This is an optimization exercise on Yosys and OpenROAD, whose aim is small area, a short achievable clock period and few clock cycles per item, not a production implementation. No run shown here included a check of the RTL's function; only the layout flow was run. No activity file was given, so power comes from the tool's default toggle rates.

## design/flow/run.sh

```bash
#!/bin/bash
# synth_recipe.tcl (not shown) runs the flow's synth.tcl, then flattens the netlist and writes it again
# the make line also repeats each setting of config.mk as NAME=value (left out here)
make -C /OpenROAD-flow-scripts/flow DESIGN_CONFIG=/design/flow/config.mk WORK_HOME=/design/flow/orfs CLKGATE_MAP_FILE= SYNTH_SCRIPT=/design/flow/synth_recipe.tcl finish
```

## design/flow/config.mk

```make
export PLATFORM = sky130hd
export DESIGN_NAME = bls_alu
export DESIGN_NICKNAME = bls_alu
export VERILOG_FILES = /design/flow/design.v
export SDC_FILE = /design/flow/constraint.sdc
export NUM_CORES = 4
export LEC_CHECK = 0
export CAP_MARGIN = 20
export CORE_MARGIN = 2
export CORE_UTILIZATION = 40
export SLEW_MARGIN = 20
```

## design/flow/design.v

```verilog
module bls_alu #(
    parameter integer N = 32
) (
    input  wire           clk,
    input  wire           rst,       
    input  wire           start,     
    input  wire [2*N+6:0] iw,        
    output wire           ready,
    output reg            done,
    output reg  [N-1:0]   res,
    output wire [4:0]     flags,     
    output reg  [1:0]     evt,       
    output wire [7:0]     fault,     
    output wire [7:0]     finfo
);
    localparam [3:0] OP_ADD = 4'd0, OP_SUB = 4'd1, OP_MUL = 4'd2, OP_DIV = 4'd3,
                     OP_AND = 4'd4, OP_OR  = 4'd5, OP_XOR = 4'd6, OP_NOT = 4'd7,
                     OP_SHL = 4'd8, OP_SHR = 4'd9, OP_ROL = 4'd10, OP_ROR = 4'd11;
    localparam integer NSTEP = N;        
    wire         vop = iw[2*N+6];
    wire         va  = iw[2*N+5];
    wire         vb  = iw[2*N+4];
    wire [3:0]   op  = iw[2*N+3:2*N];
    wire [N-1:0] fa  = iw[2*N-1:N];
    wire [N-1:0] fb  = iw[N-1:0];
    reg          busy;       
    reg          mode_mul;   
    reg  [4:0]   cnt;
    reg  [N-1:0] acc;        
    reg          c_r, v_r, vsel, zen;
    reg  [1:0]   f_r;
    reg  [3:0]   fi_r;
    assign ready = ~busy;
    assign fault = {6'd0, f_r};
    assign finfo = {4'd0, fi_r};
    assign flags = {^res, res[N-1], v_r | (vsel & |acc), c_r, zen & ~|res};
    wire go     = start & ~busy;
    wire bad1   = ~vop | ~va;
    wire bad2   = (op < OP_NOT) & ~vb;
    wire b_zero = ~|fb;
    wire         smul   = go ? (op == OP_MUL) : mode_mul;
    wire         sdiv   = go ? (op == OP_DIV) : ~mode_mul;
    wire         is_sub = go ? (op == OP_SUB) : 1'b0;
    wire [N-1:0] hi_in  = go ? {N{1'b0}} : acc;
    wire [N-1:0] lo_in  = go ? ((op == OP_MUL) ? fb : fa) : res;
    wire [N-1:0] d_s    = {hi_in[N-2:0], lo_in[N-1]};
    wire         dsub   = (go & is_sub) | (~go & ~mode_mul) | (go & (op == OP_DIV));
    wire [N-1:0] ad_x = (go & ~smul & ~sdiv) ? fa : (smul ? hi_in : d_s);
    wire [N-1:0] ad_y = smul ? (lo_in[0] ? fa : {N{1'b0}}) : (dsub ? ~fb : fb);
    wire [N:0]   ad   = {1'b0, ad_x} + {1'b0, ad_y} + {{N{1'b0}}, dsub};
    wire [N-1:0] as_res = ad[N-1:0];
    reg [N-1:0] e_res;
    reg         e_c;
    reg         e_v;
    reg [1:0]   e_evt;
    always @(*) begin
        e_res = {N{1'b0}};
        e_c   = 1'b0;
        e_v   = 1'b0;
        e_evt = 2'd0;
        case (op)
            OP_ADD: begin e_res = as_res; e_c = ad[N]; end
            OP_SUB: begin
                e_res = as_res;
                e_c   = ~ad[N] | b_zero;
                e_v   = (fa[N-1] ^ fb[N-1]) & ~(as_res[N-1] ^ fb[N-1]);
            end
            OP_MUL: ;
            OP_DIV: e_evt = 2'd2;       
            OP_AND: e_res = fa & fb;
            OP_OR:  e_res = fa | fb;
            OP_XOR: e_res = fa ^ fb;
            OP_NOT: e_res = ~fa;
            OP_SHL: begin e_res = {fa[N-2:0], 1'b0};    e_c = fa[N-1]; end
            OP_SHR: begin e_res = {1'b0, fa[N-1:1]};    e_c = fa[0];   end
            OP_ROL: begin e_res = {fa[N-2:0], fa[N-1]}; e_c = fa[N-1]; end
            OP_ROR: begin e_res = {fa[0], fa[N-1:1]};   e_c = fa[0];   end
            default: e_evt = 2'd1;      
        endcase
    end
    wire [N-1:0] m_hi = ad[N:1];
    wire [N-1:0] m_lo = {ad[0], lo_in[N-1:1]};
    wire         d_q  = ~ad[N-1];
    wire [N-1:0] d_hi = d_q ? ad[N-1:0] : d_s;
    wire [N-1:0] d_lo = {lo_in[N-2:0], d_q};
    wire [N-1:0] st_hi = smul ? m_hi : d_hi;
    wire [N-1:0] st_lo = smul ? m_lo : d_lo;
    wire iter_start = (op == OP_MUL) | ((op == OP_DIV) & ~b_zero);
    wire last       = (cnt == NSTEP - 2);
    always @(posedge clk) begin
        if (rst) begin
            busy  <= 1'b0;
            done  <= 1'b0;
            res   <= {N{1'b0}};
            c_r   <= 1'b0;
            v_r   <= 1'b0;
            vsel  <= 1'b0;
            zen   <= 1'b0;
            evt   <= 2'd0;
            f_r   <= 2'd0;
            fi_r  <= 4'd0;
        end else begin
            done <= 1'b0;
            if (go) begin
                if (bad1) begin
                    f_r  <= 2'd1;
                    fi_r <= {2'd0, ~va, ~vop};
                    done <= 1'b1;
                end else if (bad2) begin
                    f_r  <= 2'd2;
                    fi_r <= op;
                    done <= 1'b1;
                end else if (iter_start) begin
                    acc      <= st_hi;
                    res      <= st_lo;
                    mode_mul <= (op == OP_MUL);
                    cnt      <= 5'd0;
                    busy     <= 1'b1;
                end else begin
                    res  <= e_res;
                    c_r  <= e_c;
                    v_r  <= e_v;
                    vsel <= 1'b0;
                    zen  <= 1'b1;
                    evt  <= e_evt;
                    f_r  <= 2'd0;
                    fi_r <= 4'd0;
                    done <= 1'b1;
                end
            end else if (busy) begin
                acc <= st_hi;
                res <= st_lo;
                cnt <= cnt + 1'b1;
                if (last) begin
                    busy <= 1'b0;
                    done <= 1'b1;
                    c_r  <= 1'b0;
                    v_r  <= 1'b0;
                    vsel <= mode_mul;
                    zen  <= 1'b1;
                    evt  <= 2'd0;
                    f_r  <= 2'd0;
                    fi_r <= 4'd0;
                end
            end
        end
    end
endmodule
```

## design/flow/constraint.sdc

```tcl
create_clock -name core_clock -period 10.0 [get_ports {clk}]
set_input_delay 2.0000 -clock core_clock [delete_from_list [all_inputs] [get_ports {clk}]]
set_output_delay 2.0000 -clock core_clock [all_outputs]
set_load 0.01 [all_outputs]
```

==> impl_metrics.json, run 1 <==
{
  "io_buffers": 120,
  "max_stage_delay_ns": 0.94,
  "fin_area_mm2": 0.01313,
  "gp_congestion": 0.9494,
  "ys_seq_area_frac": 0.1809,
  "critPathRequiredTime_ns": 10.20,
  "drv_cap": 0,
  "synth-edff-count": 38,
  "finalCritPeriodShare": 0.8287,
  "cts_buffers": 9,
  "fp.dieH_um": 172.8,
  "antenna_found_initial": 0,
  "start_util": 0.4080,
  "maxSlewViolCount": 0,
  "min_to": "zen",
  "drive_gt1_frac": 0.05440,
  "grtUsageMet1": 0.4454,
  "holdPathStages": 2,
  "rsz0062_at_grt": "no",
  "layout_min_cycle_time_ns": 8.287,
  "synth_fa_ha_area_frac": 0.1276,
  "synthMuxAreaShare": 0.05402,
  "crit_path_start_kind": "input pin",
  "grt_first_pass_wirelength_um": 70200,
  "worst_path_most_repeated_cell": "buf_4",
  "synth-main-ff-cell": "dfxtp_1",
  "finalSetupViolCount": 0,
  "n_fill_cell": 2846,
  "num_io_pins": 131,
  "grt_pass1_vias": 11240,
  "synth_area_mm2": 0.01140,
  "fmax_mhz": 120.7,
  "antenna_cells": 0,
  "synthXorXnorAreaFrac": 0.05457,
  "rows": 61,
  "fin_skew_ns": 0.01256,
  "synth.distinct_cells": 91,
  "place_hpwl_um": 34150,
  "r2r_end": "acc[25]",
  "synth_top_area_share": 0.1241,
  "cts_root_buf": "clkbuf_16",
  "hp-start": "zen",
  "syn_area_per_cell_um2": 7.405,
  "h-tree-depth": 3,
  "synth.most_common_cell": "nor2_1",
  "fin_nets": 1765,
  "endpoint_kind": "flop",
  "cp_max_fo": 53,
  "wl_per_cell_um": 23.64,
  "grt_use_total": 0.3002,
  "fp.dieW_um": 172.8,
  "cts_tree": "built",
  "power.leakage_nw": 4.971,
  "synth_top_family_by_area": "compound AO/OA/AOI/OAI gates",
  "final_antenna_net_count": 0,
  "ys_warn_count": 1,
  "clkLatencyLatePin_ns": 0.37,
  "finalHoldViolCount": 0,
  "reg2reg_slack_ns": 4.17,
  "reg2reg_depth": 16,
  "path_cells": "clkdlybuf4s50_1 > or4b_1 > inv_2 > buf_4 > nand2_1 > o211ai_1 > o21ai_2 > buf_4 > o22ai_1 > ha_1 > and3_1 > o21ai_2 > a311oi_4 > mux2i_1 > o41ai_4 > nor2_4 > buf_4 > a31oi_1 > a21oi_1",
  "vdd_drop_max_uv": 70.58,
  "cellPowerDensity_mw_per_mm2": 126.9,
  "relSlewSlack": 0.3537,
  "cts.clk_slew.worst_paths_ns": 0.07,
  "grt_start_max_net_pins": 93,
  "multi_input_area_mm2": 0.008467,
  "drt_pass1_iterations": 10,
  "drt-total-wl_um": 46310,
  "drt_iter0_drc": 1737,
  "grt-ovfl-total": 0,
  "grt_use_met2": 0.4334,
  "via_per_inst": 6.291,
  "tns_ns": 0,
  "synth_compound_area_frac": 0.2994,
  "core_mm2": 0.02793,
  "die_area_mm2": 0.02986,
  "netlist_top_cells_count": "nor2_1 (142), nand2_1 (125), a21oi_1 (118), ha_1 (113), inv_1 (110)",
  "reg2reg_from": "busy",
  "seq_area_mm2": 0.002062,
  "grtUsageMet3": 0.05079,
  "cts.path.max_buffers": 2,
  "area_delta_synth_final_pct": 15.24,
  "ctsResizeCount": 0,
  "synth_top_area_cell": "ha_1",
  "ys_ff_latch": 84,
  "synthArstFlopShare": 0,
  "drc": 0,
  "crit_type": "input pin to flop",
  "hp-class": "flop to flop",
  "outcome": "no timing/DRC/antenna violations",
  "place_area_mm2": 0.01281,
  "num_vias": 12320,
  "cts.sinks": 84,
  "tightest_slew_ns": 0.9672,
  "postCtsSetupRepairBufs": 0,
  "cp.arrival_ns": 8.49,
  "top_usage_layer": "met1",
  "hold_buffers": 0,
  "netlist_top_cells_area": "ha_1 (12%), edfxtp_1 (10%), dfxtp_1 (8.1%)",
  "synth_cells": 1539,
  "slowest_stage": "or4b_1",
  "synth-simple-area-share": 0.1964
}
[flip-flops by register name, indices dropped and copies added, names as in the netlist]
register	cells
fi_r	4
busy	1
res	32
done	1
vsel	1
v_r	1
mode_mul	1
c_r	1
cnt	5
evt	2
f_r	2
zen	1
acc	32
[per-layer routing]
metal | up-vias | part of all wire | wire length, um
met5 | - | 0 | 0
met4 | 0 | 0.033 | 1516
met3 | 74 | 0.10 | 4702
met2 | 735 | 0.42 | 19250
met1 | 5775 | 0.45 | 20850
li1 | 5740 | - | -
[power breakdown]
group | switching, mW | total (mW) | internal [mW]
Sequential | 0.0142 | 0.406 | 0.392
Combinational | 0.550 | 0.885 | 0.335
Clock | 0.165 | 0.376 | 0.211
Total | 0.729 | 1.67 | 0.938
[placed cells by master (no fill, tap or decap), drive strengths merged, types with 6 or more instances in the layout]
cell type,Yosys,layout
mux2,6,6
o31a,7,7
a211oi,40,40
clkdlybuf4s50,0,119
a21o,14,14
a21oi,121,121
nor2b,13,13
and3,14,14
a222oi,26,26
o2111ai,6,6
a22oi,10,10
a221oi,23,23
o22ai,43,43
nand3,55,55
o21ai,101,101
nand2b,6,6
dfxtp,46,46
mux2i,54,54
nor3,30,30
buf,47,26
conb,1,10
xor2,11,11
clkbuf,81,10
and2,8,8
o211ai,27,27
nand2,126,126
xnor2,60,60
nor2,143,143
edfxtp,38,38
a31oi,20,20
o21a,8,8
or3,8,8
or2,8,8
inv,111,114
nand4,13,13
ha,113,113
nor4,23,23
[how the worst max path moves through the flow]
stage          startpoint  endpoint  cells past startpoint
2_1_floorplan      iw[65]   acc[12]                     17
4_1_cts            iw[64]   acc[29]                     19
3_3_place_gp       iw[64]   acc[29]                     19
6_report           iw[64]   acc[25]                     19
3_5_place_dp       iw[64]   acc[23]                     19
5_1_grt            iw[64]   acc[27]                     19
[per-stage QoR]
stage / util / power, mW / instances / hold slack [ns] / setup slack, ns
3_3_place_gp: 0.4587 / 1.258 / 1943 / 0.4344 / 1.727
5_1_grt: 0.4701 / 1.742 / 1959 / 0.4645 / 1.350
4_1_cts: 0.4701 / 1.643 / 1959 / 0.4523 / 1.847
2_1_floorplan: - / 0.9815 / 1548 / 0.4258 / 3.746
6_report: 0.4701 / 1.667 / 1959 / 0.4540 / 1.713
3_5_place_dp: 0.4587 / 1.270 / 1943 / 0.4434 / 1.474
[cell type report]
cell class,instances,share of cell area
inverter,111,0.03173
timing repair buffer,145,0.1063
multi-input combinational,1225,0.6447
clock inverter,6,0.005145
tap,378,0.03601
clock buffer,10,0.01905
sequential,84,0.1570
[critical path: cells and delay by family]
| family | cells | cell delay (ns) |
|---|---|---|
| adders and majority gates | 1 | 0.28 |
| buffers and inverters | 5 | 2.01 |
| and+or+nand+nor | 4 | 2.16 |
| AOI/OAI and AO/OA | 8 | 1.60 |
| muxes | 1 | 0.36 |
[kinds of logic (layout without fill, tap and decap cells)]
kind of cell    count (synthesis)  count (layout)
compound gates                499             499
mux                            60              60
buf+inv                       239             272
xor+xnor                       71              71
other cells                     1              10
flops                          84              84
fa+ha+maj                     115             115
simple gates                  470             470
==> run 2, diff against run 1 <==
--- a/design/flow/config.mk
+++ b/design/flow/config.mk
@@ -8,4 +8,5 @@
 export CAP_MARGIN = 20
 export CORE_MARGIN = 2
 export CORE_UTILIZATION = 40
+export SETUP_SLACK_MARGIN = 3.5
 export SLEW_MARGIN = 20
==> run 2 against run 1 <==
  * Hold slack got worse by 0.0025 ns
  * Sequential share of layout area shrank 0.63 points
  * Sequential cell count unchanged
  * Final cell count up 1.4%
  * Fmax is 29% higher
  * Critical path type unchanged
  * Critical endpoint is now acc[29]
  * Highest routed layer unchanged
==> impl_metrics.json, run 2 <==
{
  "outcome": "no timing/DRC/antenna violations",
  "crit_type": "input pin to flop",
  "p_seq_frac": 0.232,
  "drt-total-wl_um": 47940,
  "ys_ff_latch": 84,
  "drive_gt1_frac": 0.09385,
  "worst_path_most_repeated_cell": "buf_4",
  "tightest_slew_ns": 0.8777,
  "finalCritPeriodShare": 0.6435,
  "crit_buf_inv": 7,
  "grt_pass1_vias": 11500,
  "final_common_cell": "nor2_1",
  "cts.clk_slew.worst_paths_ns": 0.07,
  "hold_buffers": 0,
  "via_per_inst": 6.383,
  "start_util": 0.4080,
  "drv_cap": 0,
  "fp.dieW_um": 172.8,
  "seq_area_mm2": 0.002062,
  "p_int_mw": 0.9908,
  "post-route-util": 0.4897,
  "relSlewSlack": 0.4148,
  "synth_cells": 1539,
  "rsz0062_at_grt": "yes",
  "synth-main-ff-cell": "dfxtp_1",
  "cts.sinks": 84,
  "switching_share": 0.4349,
  "wl_per_cell_um": 24.12,
  "vdd_drop_max_uv": 72.12,
  "ys_warn_count": 1,
  "cp.arrival_ns": 6.52,
  "synthArstFlopShare": 0,
  "grt_use_total": 0.3062,
  "drc": 0,
  "cellPowerDensity_mw_per_mm2": 128.2,
  "clkPwrFrac": 0.214,
  "power.leakage_nw": 5.193,
  "critPathRequiredTime_ns": 10.09,
  "drt_pass1_iterations": 7,
  "finalHoldViolCount": 0,
  "n_fill_cell": 2808,
  "clkLatencyLatePin_ns": 0.36,
  "maxSlewViolCount": 0,
  "cts_tree": "built",
  "grt_first_pass_wirelength_um": 71600,
  "synth_area_mm2": 0.01140,
  "multi_input_area_mm2": 0.008698,
  "cts_buffers": 9,
  "path_cells": "clkbuf_2 > or4b_4 > inv_2 > buf_12 > nand2_1 > o211ai_1 > buf_4 > o21ai_4 > o22ai_1 > ha_1 > a21o_1 > nor2b_2 > o311ai_4 > a21boi_2 > o41ai_4 > buf_6 > nor2_4 > buf_4 > buf_4 > a31oi_1 > a22oi_1",
  "fin_skew_ns": 0.01226,
  "synth-edff-count": 38,
  "area_delta_synth_final_pct": 20.04,
  "antenna_found_initial": 0,
  "cp_top_family": "compound AO/OA/AOI/OAI gates",
  "core_mm2": 0.02793,
  "top_regs": "acc x32, res x32, cnt x5",
  "cts.path.max_buffers": 2,
  "drt_iter0_drc": 1821,
  "gp_congestion": 0.9494,
  "die_area_mm2": 0.02986,
  "place_hpwl_um": 34150,
  "finalSetupViolCount": 0,
  "ys_seq_area_frac": 0.1809,
  "final_cell_mix": "nor2_1 (140), nand2_1 (124), clkdlybuf4s50_1 (114), a21oi_1 (112), inv_1 (110)",
  "synth_top_area_cell": "ha_1",
  "fin_nets": 1793,
  "slowest_stage": "or4b_4",
  "p_sw_mw": 0.7625,
  "io_buffers": 120,
  "rows": 61,
  "syn_area_per_cell_um2": 7.405,
  "synth.most_common_cell": "nor2_1",
  "power_frac_comb": 0.554,
  "tns_ns": 0,
  "cp_max_fo": 27,
  "crit_path_start_kind": "input pin",
  "synth.distinct_cells": 91,
  "num_io_pins": 131,
  "grt_start_max_net_pins": 93,
  "grt-ovfl-total": 0,
  "num_vias": 12680,
  "netlist_top_cells_count": "nor2_1 (142), nand2_1 (125), a21oi_1 (118), ha_1 (113), inv_1 (110)",
  "final_antenna_net_count": 0,
  "layout_min_cycle_time_ns": 6.435,
  "hp-class": "flop to flop",
  "fp.dieH_um": 172.8,
  "cts_root_buf": "clkbuf_16",
  "fmax_mhz": 155.4,
  "netlist_top_cells_area": "ha_1 (12%), edfxtp_1 (10%), dfxtp_1 (8.1%)",
  "max_stage_delay_ns": 0.60,
  "antenna_cells": 0,
  "synth_top_area_share": 0.1241,
  "endpoint_kind": "flop",
  "h-tree-depth": 3
}
## run 2: layer usage
| metal | wire length (um) | track usage |
|---|---|---|
| met1 | 20750 | 0.4463 |
| met2 | 20120 | 0.4465 |
| met4 | 1700 | 0.1123 |
| met5 | 0 | 0 |
| met3 | 5365 | 0.05673 |
## run 2: area by class of cell
class | instances | share of cell area
clock buffer | 10 | 0.01829
clock inverter | 6 | 0.004939
inverter | 111 | 0.03046
multi-input combinational | 1227 | 0.6359
sequential | 84 | 0.1507
tap | 378 | 0.03457
timing repair buffer | 171 | 0.1251
## run 2: kinds of logic after synthesis
group / Yosys count / share of synthesized area
AO/OA/AOI/OAI: 499 / 0.2994
other: 1 / 0.0003291
flip-flops: 84 / 0.1809
adder cells (fa/ha/maj): 115 / 0.1276
buffers and inverters: 239 / 0.08674
XOR/XNOR: 71 / 0.05457
multiplexers: 60 / 0.05402
AND/OR/NAND/NOR: 470 / 0.1964
## run 2: path summary, 6_finish.rpt
| path | startpoint | end | slack (ns) | cells past startpoint |
|---|---|---|---|---|
| min | zen | zen | 0.45 | 2 |
| max | iw[67] | acc[29] | 3.57 | 21 |
| min reg2reg | zen | zen | 0.45 | 2 |
| max reg2reg | mode_mul | acc[29] | 4.83 | 19 |
## run 2: through the flow
step                      area (um2)  worst slack, ns  total power, mW  hold WS (ns)  instances
after floorplan                11430            3.746           0.9815        0.4258       1548
after global placement         12810            1.727            1.258        0.4344       1943
after detailed placement       12810            1.474            1.270        0.4434       1943
after CTS                      13490            3.524            1.706        0.4523       1979
after global routing           13680            3.445            1.828        0.4645       1987
final                          13680            3.565            1.753        0.4515       1987
## run 2: power by group through the flow
| stage | combinational [mW] | sequential [mW] | clock [mW] |
|---|---|---|---|
| 3_3_place_gp | 0.845 | 0.413 | 0 |
| 3_5_place_dp | 0.857 | 0.413 | 0 |
| 5_1_grt | 1.03 | 0.409 | 0.385 |
| 2_1_floorplan | 0.568 | 0.413 | 0 |
| 6_report | 0.971 | 0.406 | 0.376 |
| 4_1_cts | 0.923 | 0.406 | 0.377 |
## run 2: timing repair
action	4_1_cts	5_1_grt
pin swaps	5	7
setup buffers	18	5
gates cloned	2	3
resized for setup	41	39
endpoints found under the setup margin	65	56
## run 2: worst min-delay path: stages, from the launching register on
cell and delay [ns]:
dfxtp_1 0.31, inv_1 0.05, a21oi_1 0.05
==> run 3, diff against run 2 <==
--- a/design/flow/config.mk
+++ b/design/flow/config.mk
@@ -5,6 +5,7 @@
 export SDC_FILE = /design/flow/constraint.sdc
 export NUM_CORES = 4
 export LEC_CHECK = 0
+export ABC_CLOCK_PERIOD_IN_PS = 5000
 export CAP_MARGIN = 20
 export CORE_MARGIN = 2
 export CORE_UTILIZATION = 40
==> run 3 against run 2 <==
  * Area after synthesis did not move
  * Register-to-register slack hardly changed
  * Routed wire length is the same
  * Clock power about the same
  * Sequential cell count unchanged
  * Global-route usage did not move
  * Design area did not move
  * First-iteration DRC count is the same
  * Critical path depth is the same
  * Sequential share of layout area did not move
  * Largest cell class unchanged
  * Highest routed layer unchanged
==> impl_metrics.json, run 3 <==
{
  "antenna_found_initial": 0,
  "grt-ovfl-total": 0,
  "cts.clk_slew.worst_paths_ns": 0.07,
  "cts.path.max_buffers": 2,
  "finalSetupViolCount": 0,
  "place_hpwl_um": 34150,
  "synth-main-ff-cell": "dfxtp_1",
  "tns_ns": 0,
  "multi_input_area_mm2": 0.008698,
  "ys_ff_latch": 84,
  "hp-class": "flop to flop",
  "layout_min_cycle_time_ns": 6.435,
  "h-tree-depth": 3,
  "drv_cap": 0,
  "grt_start_max_net_pins": 93,
  "crit_path_start_kind": "input pin",
  "synth.distinct_cells": 91,
  "grt_pass1_vias": 11500,
  "finalCritPeriodShare": 0.6435,
  "num_io_pins": 131,
  "power.leakage_nw": 5.193,
  "ys_warn_count": 1,
  "drt-total-wl_um": 47940,
  "tightest_slew_ns": 0.8777,
  "final_cell_mix": "nor2_1 (140), nand2_1 (124), clkdlybuf4s50_1 (114), a21oi_1 (112), inv_1 (110)",
  "hp-start": "zen",
  "seq_area_mm2": 0.002062,
  "cts.sinks": 84,
  "netlist_top_cells_area": "ha_1 (12%), edfxtp_1 (10%), dfxtp_1 (8.1%)",
  "maxSlewViolCount": 0,
  "holdPathStages": 2,
  "synth_top_area_share": 0.1241,
  "crit_type": "input pin to flop",
  "whs_ns": 0.4515,
  "cts_root_buf": "clkbuf_16",
  "cp_max_fo": 27,
  "r2r_end": "acc[29]",
  "synth_area_mm2": 0.01140,
  "antenna_cells": 0,
  "synth_cells": 1539,
  "rows": 61,
  "start_util": 0.4080,
  "hold_buffers": 0,
  "grt_use_total": 0.3062,
  "cts_tree": "built",
  "min_to": "zen",
  "cp.arrival_ns": 6.52,
  "reg2reg_from": "mode_mul",
  "reg2reg_depth": 19,
  "synth.most_common_cell": "nor2_1",
  "top_regs": "acc x32, res x32, cnt x5",
  "rsz0062_at_grt": "yes",
  "fp.dieW_um": 172.8,
  "clkLatencyLatePin_ns": 0.36,
  "reg2reg_slack_ns": 4.83,
  "wl_per_cell_um": 24.12,
  "drt_pass1_iterations": 7,
  "cellPowerDensity_mw_per_mm2": 128.2,
  "relSlewSlack": 0.4148,
  "ys_seq_area_frac": 0.1809,
  "drive_gt1_frac": 0.09385,
  "drt_iter0_drc": 1821,
  "area_delta_synth_final_pct": 20.04,
  "netlist_top_cells_count": "nor2_1 (142), nand2_1 (125), a21oi_1 (118), ha_1 (113), inv_1 (110)",
  "final_common_cell": "nor2_1",
  "finalHoldViolCount": 0,
  "fin_skew_ns": 0.01226,
  "n_fill_cell": 2808,
  "num_vias": 12680,
  "fin_total_pwr_mw": 1.753,
  "synth-edff-count": 38,
  "die_area_mm2": 0.02986,
  "via_per_inst": 6.383,
  "syn_area_per_cell_um2": 7.405,
  "endpoint_kind": "flop",
  "critPathRequiredTime_ns": 10.09,
  "outcome": "no timing/DRC/antenna violations",
  "final_antenna_net_count": 0,
  "fp.dieH_um": 172.8,
  "fmax_mhz": 155.4,
  "drc": 0,
  "fin_nets": 1793,
  "core_mm2": 0.02793,
  "cts_buffers": 9,
  "io_buffers": 120,
  "vdd_drop_max_uv": 72.12,
  "grt_first_pass_wirelength_um": 71600,
  "gp_congestion": 0.9494,
  "synthArstFlopShare": 0,
  "synth_top_area_cell": "ha_1"
}
[run 3: cell counts after synthesis]
No cell type changed its count.
[run 3: kinds of logic after synthesis]
kind of cell	after synthesis	synth area share
xor gates and xnor gates	71	0.05457
other	1	0.0003291
muxes	60	0.05402
buffers and inverters	239	0.08674
and+or+nand+nor	470	0.1964
AOI/OAI and AO/OA	499	0.2994
DFF	84	0.1809
adders and majority gates	115	0.1276
[run 3: what timing repair did]
action                     in CTS  in global routing
pin swaps                       5                  7
setup endpoints to repair      65                 56
cloned                          2                  3
setup buffers                  18                  5
resized for setup              41                 39
[run 3: metrics by stage]
stage               std cells  worst slack [ns]  cell area [um2]    util
global route             1987             3.445            13680  0.4897
finish                   1987             3.565            13680  0.4897
floorplan                1548             3.746            11430       -
global placement         1943             1.727            12810  0.4587
detailed placement       1943             1.474            12810  0.4587
CTS                      1979             3.524            13490  0.4830
[run 3: critical path, cell delays in order]
cell      delay [ns]
clkbuf_2        0.20
or4b_4          0.60
inv_2           0.16
buf_12          0.21
nand2_1         0.08
o211ai_1        0.19
buf_4           0.20
o21ai_4         0.12
o22ai_1         0.28
ha_1            0.35
a21o_1          0.24
nor2b_2         0.19
o311ai_4        0.29
a21boi_2        0.16
o41ai_4         0.38
buf_6           0.19
nor2_4          0.05
buf_4           0.15
buf_4           0.17
a31oi_1         0.18
a22oi_1         0.09
[run 3: worst max-delay path by stage]
stage,start,slack (ns),cells past startpoint,to
floorplan,iw[65],3.75,17,acc[12]
global placement,iw[64],1.73,19,acc[29]
detailed placement,iw[64],1.47,19,acc[23]
CTS,iw[66],3.52,19,res[27]
global route,iw[67],3.44,21,acc[27]
finish,iw[67],3.57,21,acc[29]
[run 3: where the power goes]
| part | switching [mW] | internal (mW) |
|---|---|---|
| sequential | 0.0147 | 0.392 |
| clock | 0.165 | 0.211 |
| combinational | 0.583 | 0.388 |
[run 3: layout make-up]
| class | instances | share of cell area |
|---|---|---|
| multi-input cells | 1227 | 0.6359 |
| clock inverters | 6 | 0.004939 |
| flip-flops and latches | 84 | 0.1507 |
| repair buffers | 171 | 0.1251 |
| well taps | 378 | 0.03457 |
| inverters | 111 | 0.03046 |
| clock buffers | 10 | 0.01829 |
[run 3: layer usage]
metal / vias to the layer above / GRT usage / routed length, um
li1: 5815 / - / -
met1: 5970 / 0.4463 / 20750
met2: 803 / 0.4465 / 20120
met3: 96 / 0.05673 / 5365
met4: 0 / 0.1123 / 1700
met5: - / 0 / 0
==> run 4, diff against run 3 <==
==> design/flow/config.mk (replaced) <==
export PLATFORM = sky130hd
export DESIGN_NAME = bls_alu
export DESIGN_NICKNAME = bls_alu
export VERILOG_FILES = /design/flow/design.v
export SDC_FILE = /design/flow/constraint.sdc
export NUM_CORES = 4
export LEC_CHECK = 0
export CAP_MARGIN = 20
export CORE_MARGIN = 2
export CORE_UTILIZATION = 60
export SETUP_SLACK_MARGIN = 5
export SLEW_MARGIN = 20
==> run 4 against run 3 <==
  * The run now fails in global routing
  * Area after synthesis unchanged
  * Synthesized cell count stayed put
==> impl_metrics.json, run 4 <==
{
  "outcome": "stopped before the end",
  "stop_stage": "global routing",
  "error_message": "[ERROR GRT-0232] Routing congestion too high. Check the congestion heatmap in the GUI.",
  "h-tree-depth": 3,
  "synth_top_area_cell": "ha_1",
  "fp.dieW_um": 141.8,
  "grt-ovfl-total": 7,
  "ys_seq_area_frac": 0.1809,
  "synth-edff-count": 38,
  "cts_root_buf": "clkbuf_16",
  "synth.most_common_cell": "nor2_1",
  "grt_start_max_net_pins": 52,
  "antenna_found_initial": 6,
  "ys_ff_latch": 84,
  "place_area_mm2": 0.01282,
  "ys_warn_count": 1,
  "worst_endpoint_kind": "sequential cell input",
  "synth_area_mm2": 0.01140,
  "io_buffers": 120,
  "dp_cells": 1796,
  "hold_buffers": 0,
  "grt_use_total": 0.8063,
  "place_hpwl_um": 31840,
  "netlist_top_cells_count": "nor2_1 (142), nand2_1 (125), a21oi_1 (118), ha_1 (113), inv_1 (110)",
  "dp_slack_ns": 1.754,
  "cts.path.max_buffers": 2,
  "netlist_top_cells_area": "ha_1 (12%), edfxtp_1 (10%), dfxtp_1 (8.1%)",
  "cts_buffers": 9,
  "start_util": 0.6113,
  "synth-main-ff-cell": "dfxtp_1",
  "synthArstFlopShare": 0,
  "syn_area_per_cell_um2": 7.405,
  "gp_congestion": 0.9685,
  "cts.sinks": 84,
  "synth_cells": 1539,
  "synth_top_area_share": 0.1241,
  "worst_endpoint": "acc[18]$_DFFE_PP_/D",
  "rows": 50,
  "num_io_pins": 131,
  "fp.dieH_um": 141.8,
  "synth.distinct_cells": 91
}
-- run 4: cell counts after synthesis --
No cell type changed its count.
-- run 4: kinds of logic after synthesis --
family	after synthesis	share of synthesized area
other	1	0.0003291
AND/OR/NAND/NOR	470	0.1964
AO/OA/AOI/OAI	499	0.2994
adder cells (fa/ha/maj)	115	0.1276
multiplexers	60	0.05402
XOR/XNOR	71	0.05457
flip-flops	84	0.1809
buffers and inverters	239	0.08674
-- run 4: how the worst min path moves through the flow --
stage	slack (ns)	endpoint	startpoint
after CTS	0.46	zen	zen
after detailed placement	0.45	zen	zen
after global placement	0.44	zen	zen
after floorplan	0.43	zen	zen
-- run 4: metal layers --
layer | GRT usage | overflow
met2 | 0.9205 | 5
met1 | 0.8192 | 1
met3 | 0.6936 | 0
met4 | 0.7679 | 1
met5 | 0.5514 | 0
-- run 4: power by group through the flow --
stage	clock [mW]	sequential (mW)	combinational, mW
2_1_floorplan	0	0.413	0.604
3_3_place_gp	0	0.413	0.838
3_5_place_dp	0	0.414	0.854
4_1_cts	0.401	0.406	1.17
-- run 4: timing repair --
item                       CTS
pin swaps                  131
resized for setup          272
setup buffers              105
setup endpoints to repair   98
gates cloned                15

-- separate check: timing with driven ports --
The flow's constraints put no driver on any port. The routed layouts listed below were extracted and timed again, unchanged, in two steps.
Step 1: set_driving_cell puts a clkbuf_16 on clk and a buf_2 on each other input, an assumption about the parent block.
Step 2, shift: input delay + t, output delay - t, t = (earliest + latest rising clock arrival at the registers) / 2. This alone moves slack from input paths to output paths.
Three values: ideal ports, drivers, drivers and shift; two values: the first two.
run | t, ns | setup slack, ns | clock arrival spread, ns | pins driven straight from the clock port
run 1 | 0.409 | 1.713 / 1.714 / 1.305 | 0.013 / 0.012 | 1
run 2 | 0.405 | 3.565 / 3.584 / 3.178 | 0.013 / 0.013 | 1
run 3 | 0.405 | 3.565 / 3.584 / 3.178 | 0.013 / 0.013 | 1
After both steps setup and hold are still met in every run listed. For run 1, which loses most, drivers alone change the setup slack by +0.001 ns; drivers and shift together by -0.408 ns.
